From an optimization exercise on the open Yosys and OpenROAD flow, aimed at small area; shortcuts taken in it are not production practice.
RTL that was checked went through simulation tests only; none was proved equivalent to the original.

== the baseline ==
// lkg
module lkg (
    input  wire        clk,
    input  wire        rst,           
    input  wire        cmd_valid,
    output wire        cmd_ready,
    input  wire [47:0] cmd_data,
    output wire        rsp_valid,
    input  wire        rsp_ready,
    output wire [1:0]  rsp_status,
    output wire [31:0] rsp_data
);
==> module lkg, before the edit <==
module lkg (
    input  wire        clk,
    input  wire        rst,           
    input  wire        cmd_valid,
    output wire        cmd_ready,
    input  wire [47:0] cmd_data,
    output wire        rsp_valid,
    input  wire        rsp_ready,
    output wire [1:0]  rsp_status,
    output wire [31:0] rsp_data
);
    localparam [16:0] TAPS_A_REF = 17'h04001;
    localparam [24:0] TAPS_B_REF = 25'h0001019;
    localparam [3:0] K_ZERO = 4'b0000, K_ILL  = 4'b0001, K_UNI  = 4'b0010, K_RDC  = 4'b0011,
                     K_RDA  = 4'b0100, K_RTA  = 4'b0101, K_RDB  = 4'b0110, K_RTB  = 4'b0111,
                     K_RDST = 4'b1100, K_EA   = 4'b1001, K_EB   = 4'b1010, K_NX   = 4'b1011,
                     K_INIT = 4'b1110;
    reg         pend;           
    reg  [3:0]  k;              
    reg  [2:0]  cnt;            
    reg  [16:0] ra;
    reg  [24:0] rb;
    reg         cy;
    reg  [16:0] ta;
    reg  [24:0] tb;
    reg         av, bv, cv;
    function [7:0] rev8(input [7:0] v);
        rev8 = {v[0], v[1], v[2], v[3], v[4], v[5], v[6], v[7]};
    endfunction
    wire [7:0]  op = cmd_data[47:40];
    wire [39:0] o  = cmd_data[39:0];
    wire z25 = ~|o[39:25];
    wire z24 = z25 & ~o[24];
    wire z17 = z24 & ~|o[23:17];
    wire z16 = z17 & ~o[16];
    wire z1  = z16 & ~|o[15:1];
    wire z0  = z1  & ~o[0];
    wire [16:0] seed_a_init = {rev8(o[39:32]), 1'b1, rev8(o[31:24])};
    wire [16:0] seed_a_cmd  = {rev8(o[15:8]),  1'b1, rev8(o[7:0])};
    wire [23:0] seed_b_bits = {rev8(o[23:16]), rev8(o[15:8]), rev8(o[7:0])};
    wire [24:0] seed_b      = {seed_b_bits[23:21], 1'b1, seed_b_bits[20:0]};
    reg  [3:0] nk;              
    always @* begin
        nk = K_ILL;
        case (op)
            8'h01: nk = K_INIT;
            8'h02: if (z0) nk = (av & bv & cv) ? K_NX : K_UNI;
            8'h03: if (z1) nk = K_ZERO;
            8'h04: if (z0) nk = cv ? K_RDC : K_UNI;
            8'h10: if (z16) nk = K_ZERO;
            8'h11: if (z17) nk = K_ZERO;
            8'h12: if (z0) nk = av ? K_RDA : K_UNI;
            8'h13: if (z0) nk = av ? K_EA : K_UNI;
            8'h14: if (z17) nk = K_ZERO;
            8'h15: if (z0) nk = K_RTA;
            8'h20: if (z24) nk = K_ZERO;
            8'h21: if (z25) nk = K_ZERO;
            8'h22: if (z0) nk = bv ? K_RDB : K_UNI;
            8'h23: if (z0) nk = bv ? K_EB : K_UNI;
            8'h24: if (z25) nk = K_ZERO;
            8'h25: if (z0) nk = K_RTB;
            8'h3F: if (z0) nk = K_RDST;
            default: ;
        endcase
    end
    wire acc  = cmd_valid & ~pend & ~sh & ~rst;
    wire take = pend & rsp_ready & ~rst;
    wire w_init  = acc & (op == 8'h01);
    wire w_setc  = acc & (op == 8'h03) & z1;
    wire w_seeda = acc & (op == 8'h10) & z16;
    wire w_lda   = acc & (op == 8'h11) & z17;
    wire w_tapa  = acc & (op == 8'h14) & z17;
    wire w_seedb = acc & (op == 8'h20) & z24;
    wire w_ldb   = acc & (op == 8'h21) & z25;
    wire w_tapb  = acc & (op == 8'h24) & z25;
    wire        fb_a = ^(ra & ta);
    wire        fb_b = ^(rb & tb);
    wire [7:0]  xa = rev8(ra[7:0]);
    wire [7:0]  yb = rev8(rb[7:0]);
    wire [7:0]  sum;
    wire        c8;
    assign {c8, sum} = {1'b0, xa} + {1'b0, yb} + {8'd0, cy};
    wire        sh     = ~pend & k[3] & (k[1] | k[0]);
    wire        step_a = sh & k[0];
    wire        step_b = sh & k[1];
    wire        sh_end = (cnt == 3'd7);
    wire        hold_a = ~(step_a | w_init | w_seeda | w_lda);
    wire        hold_b = ~(step_b | w_init | w_seedb | w_ldb);
    wire        upd_c  = take & (k == K_NX);
    wire        k_end  = sh & sh_end;
    wire        hold_k = ~(acc | k_end);
    wire        hold_c = ~(upd_c | w_init | w_setc);
    assign cmd_ready  = ~pend & ~sh & ~rst;
    assign rsp_valid  = pend & ~rst;
    assign rsp_status = (k == K_ILL) ? 2'd1 : (k == K_UNI) ? 2'd2 : 2'd0;
    reg [31:0] rd;
    always @* begin
        case (k)
            K_RDC:  rd = {31'd0, cy};
            K_RDA:  rd = {15'd0, ra};
            K_RTA:  rd = {15'd0, ta};
            K_RDB:  rd = {7'd0, rb};
            K_RTB:  rd = {7'd0, tb};
            K_RDST: rd = {29'd0, cv, bv, av};
            K_EA:   rd = {24'd0, xa};
            K_EB:   rd = {24'd0, yb};
            K_NX:   rd = {24'd0, sum};
            default: rd = 32'd0;
        endcase
    end
    assign rsp_data = rd;
    always @(posedge clk) begin
        if (rst) begin
            pend <= 1'b0;
            cnt  <= 3'd0;
            ta   <= TAPS_A_REF;
            tb   <= TAPS_B_REF;
            av   <= 1'b0;
            bv   <= 1'b0;
            cv   <= 1'b0;
        end else begin
            if (acc)
                pend <= 1'b1;
            if (take)
                pend <= 1'b0;
            if (sh)
                cnt <= cnt + 3'd1;
            if (w_tapa) ta <= o[16:0];
            if (w_tapb) tb <= o[24:0];
            if (w_init | w_seeda | w_lda) av <= 1'b1;
            if (w_init | w_seedb | w_ldb) bv <= 1'b1;
            if (w_init | w_setc) cv <= 1'b1;
        end
    end
    always @(posedge clk) begin
        k <= ({4{acc}} & nk) | ({4{k_end}} & (k[2] ? K_NX : {k[3:2], 2'b00})) |
             ({4{hold_k}} & k);
        if (rst)
            k[1:0] <= 2'b00;
        ra <= ({17{hold_a}} & ra) | ({17{step_a}} & {fb_a, ra[16:1]}) |
              ({17{w_init}} & seed_a_init) | ({17{w_seeda}} & seed_a_cmd) |
              ({17{w_lda}} & o[16:0]);
        rb <= ({25{hold_b}} & rb) | ({25{step_b}} & {fb_b, rb[24:1]}) |
              ({25{w_init | w_seedb}} & seed_b) | ({25{w_ldb}} & o[24:0]);
        cy <= (hold_c & cy) | (upd_c & c8 & ~(cy & ~|sum)) | (w_setc & o[0]);
    end
endmodule
==> flow/config.mk <==
export PLATFORM = sky130hd
export DESIGN_NAME = lkg
export DESIGN_NICKNAME = lkg
export VERILOG_FILES = /design/flow/design.v
export SDC_FILE = /design/flow/constraint.sdc
export NUM_CORES = 4
export LEC_CHECK = 0
export CAP_MARGIN = 20
export CORE_MARGIN = 2
export CORE_UTILIZATION = 55
export SLEW_MARGIN = 20
==> flow/constraint.sdc <==
create_clock -name core_clock -period 10.0 [get_ports {clk}]
set_input_delay 2.0000 -clock core_clock [delete_from_list [all_inputs] [get_ports {clk}]]
set_output_delay 2.0000 -clock core_clock [all_outputs]
set_load 0.01 [all_outputs]
standard.sh (not shown) runs the stock make flow with config.mk's settings and CLKGATE_MAP_FILE= SYNTH_SCRIPT=/design/flow/synth_recipe.tcl, a recipe that flattens the netlist after the stock synthesis.
==> flow/flow/run.sh <==
#!/bin/bash
# Layout flow: the standard flow, with three changes.
#  1. After the standard synthesis, the combinational logic is re-mapped by
#     ABC for area (flow/reopt.ys, flow/area.abc), in four runs with different
#     seeds; the smallest netlist is kept. The registers stay as the standard
#     synthesis made them (same cells, same instance names); only the logic
#     between them is re-mapped.
#  2. Ports are buffered with sky130_fd_sc_hd__buf_1 instead of the default
#     buffer cell.
#  3. The clock tree uses clkbuf_8 buffers and no dummy loads.
# Each tool's output goes to a log file of its own in this folder.
set -uo pipefail
R=orfs/results/sky130hd/lkg/base
LIB=$FLOW_HOME/platforms/sky130hd/lib/sky130_fd_sc_hd__tt_025C_1v80.lib

bash standard.sh synth > log_synth_std.txt 2>&1 || { tail -50 log_synth_std.txt; exit 1; }
cp $R/1_2_yosys.v std_synth.v

# Registers (cell type and instance name) of a netlist
regs() { grep -E "^\s*sky130_fd_sc_hd__(s?e?df|dl)\w+ " "$1" | awk '{print $1, $2}' | sort; }
regs std_synth.v > regs_std.txt

best=""; best_area=""
pids=""
for s in 1 2 3 4; do
  mkdir -p reopt_$s
  sed "s#@LIB@#$LIB#g; s#@SEED@#$s#g; s#@IN@#../std_synth.v#g" flow/reopt.ys > reopt_$s/reopt.ys
  sed "s#@SEED@#$s#g" flow/area.abc > reopt_$s/area.abc
  (cd reopt_$s && yosys -q -l ../log_reopt_$s.txt -s reopt.ys > /dev/null 2>&1) &
  pids="$pids $!"
done
for p in $pids; do wait $p; done
for s in 1 2 3 4; do
  a=$(grep "Chip area" log_reopt_$s.txt 2>/dev/null | tail -1 | grep -oE "[0-9]+\.[0-9]+$")
  [[ -n "$a" && -s reopt_$s/reopt_out.v ]] || continue
  regs reopt_$s/reopt_out.v > reopt_$s/regs.txt
  cmp -s regs_std.txt reopt_$s/regs.txt || { echo "seed $s: registers differ, skipped" >> log_reopt_pick.txt; continue; }
  echo "seed $s: area $a" >> log_reopt_pick.txt
  if [[ -z "$best" ]] || awk "BEGIN{exit !($a < $best_area)}"; then best=$s; best_area=$a; fi
done
if [[ -n "$best" ]]; then
  echo "picked seed $best ($best_area)" >> log_reopt_pick.txt
  cp reopt_$best/reopt_out.v $R/1_2_yosys.v
  touch $R/1_2_yosys.v
  rm -f $R/1_synth.odb
  bash standard.sh synth > log_synth_odb.txt 2>&1 || { tail -50 log_synth_odb.txt; exit 1; }
else
  echo "re-mapping failed, keeping the standard netlist" >> log_reopt_pick.txt
fi

export BUFFER_PORTS_ARGS="-buffer_cell sky130_fd_sc_hd__buf_1"
export CTS_ARGS="-sink_clustering_enable -repair_clock_nets -buf_list sky130_fd_sc_hd__clkbuf_8 -dont_use_dummy_load"
bash standard.sh finish > log_finish.txt 2>&1 || { tail -50 log_finish.txt; exit 1; }
Other scripts of this flow, unchanged in this note and not shown: flow/flow/area.abc, flow/flow/reopt.ys
Changes in the candidate relative to the baseline:
diff --git a/flow/design.v b/flow/design.v
--- a/flow/design.v
+++ b/flow/design.v
@@ -81,18 +81,12 @@
     wire        c8;
     assign {c8, sum} = {1'b0, xa} + {1'b0, yb} + {8'd0, cy};
     wire        sh     = ~pend & k[3] & (k[1] | k[0]);
     wire        step_a = sh & k[0];
     wire        step_b = sh & k[1];
     wire        sh_end = (cnt == 3'd7);
-    wire        hold_a = ~(step_a | w_init | w_seeda | w_lda);
-    wire        hold_b = ~(step_b | w_init | w_seedb | w_ldb);
-    wire        upd_c  = take & (k == K_NX);
-    wire        k_end  = sh & sh_end;
-    wire        hold_k = ~(acc | k_end);
-    wire        hold_c = ~(upd_c | w_init | w_setc);
     assign cmd_ready  = ~pend & ~sh & ~rst;
     assign rsp_valid  = pend & ~rst;
     assign rsp_status = (k == K_ILL) ? 2'd1 : (k == K_UNI) ? 2'd2 : 2'd0;
     reg [31:0] rd;
     always @* begin
         case (k)
@@ -130,18 +124,34 @@
             if (w_init | w_seeda | w_lda) av <= 1'b1;
             if (w_init | w_seedb | w_ldb) bv <= 1'b1;
             if (w_init | w_setc) cv <= 1'b1;
         end
     end
     always @(posedge clk) begin
-        k <= ({4{acc}} & nk) | ({4{k_end}} & (k[2] ? K_NX : {k[3:2], 2'b00})) |
-             ({4{hold_k}} & k);
         if (rst)
             k[1:0] <= 2'b00;
-        ra <= ({17{hold_a}} & ra) | ({17{step_a}} & {fb_a, ra[16:1]}) |
-              ({17{w_init}} & seed_a_init) | ({17{w_seeda}} & seed_a_cmd) |
-              ({17{w_lda}} & o[16:0]);
-        rb <= ({25{hold_b}} & rb) | ({25{step_b}} & {fb_b, rb[24:1]}) |
-              ({25{w_init | w_seedb}} & seed_b) | ({25{w_ldb}} & o[24:0]);
-        cy <= (hold_c & cy) | (upd_c & c8 & ~(cy & ~|sum)) | (w_setc & o[0]);
+        else if (acc)
+            k <= nk;
+        else if (sh & sh_end)
+            k <= k[2] ? K_NX : {k[3:2], 2'b00};
+        if (step_a)
+            ra <= {fb_a, ra[16:1]};
+        else if (w_init)
+            ra <= seed_a_init;
+        else if (w_seeda)
+            ra <= seed_a_cmd;
+        else if (w_lda)
+            ra <= o[16:0];
+        if (step_b)
+            rb <= {fb_b, rb[24:1]};
+        else if (w_init | w_seedb)
+            rb <= seed_b;
+        else if (w_ldb)
+            rb <= o[24:0];
+        if (take & (k == K_NX))
+            cy <= c8 & ~(cy & ~|sum);
+        else if (w_init)
+            cy <= 1'b0;
+        else if (w_setc)
+            cy <= o[0];
     end
 endmodule
[summary]
Per the comparison of the candidate with the baseline, placed instance count shows a reduction of 9, post-route worst setup slack shows a reduction of 0.12 ns, non-clock buffer count shows a reduction of 7, area enclosed by the die boundary shows an increase of 360 µm². Core utilization is higher on the baseline. Final worst-path cycle share in the candidate is 1.2 points above the baseline. The candidate closes out successfully: all stages finished, all timing, DRC and antenna checks passed. Cmp the candidate vs the baseline: critical path depth higher in the candidate. Relative to the baseline, the maximum frequency of the candidate is lower by 4.6 MHz.
No functional check of the RTL was part of the baseline.

[static timing again, ports no longer ideal]
The results above use ideal ports. As a check the final layouts listed here were re-extracted and re-timed, cells and wires unchanged.
Step 1 sets driving cells, clkbuf_16 on the clock port and buf_2 on the other inputs (assumed; they add their load-dependent delay and slew).
Step 2, shift: input delay + t, output delay - t, t = (earliest + latest rising clock arrival at the registers) / 2. This alone moves slack from input paths to output paths.
Slacks: no drivers / after step 1 / after step 2; pairs: no drivers / after step 1.
| run | shift t [ns] | setup slack, ns | cell pins on the clock port's net |
|---|---|---|---|
| the baseline | 0.394 | 4.900 / 4.899 / 4.526 | 1 |
| the candidate | 0.391 | 4.777 / 4.792 / 4.401 | 1 |
After both steps every run listed still meets setup and hold. For the candidate, which loses most, drivers alone change the setup slack by +0.015 ns; drivers and shift together by -0.376 ns.
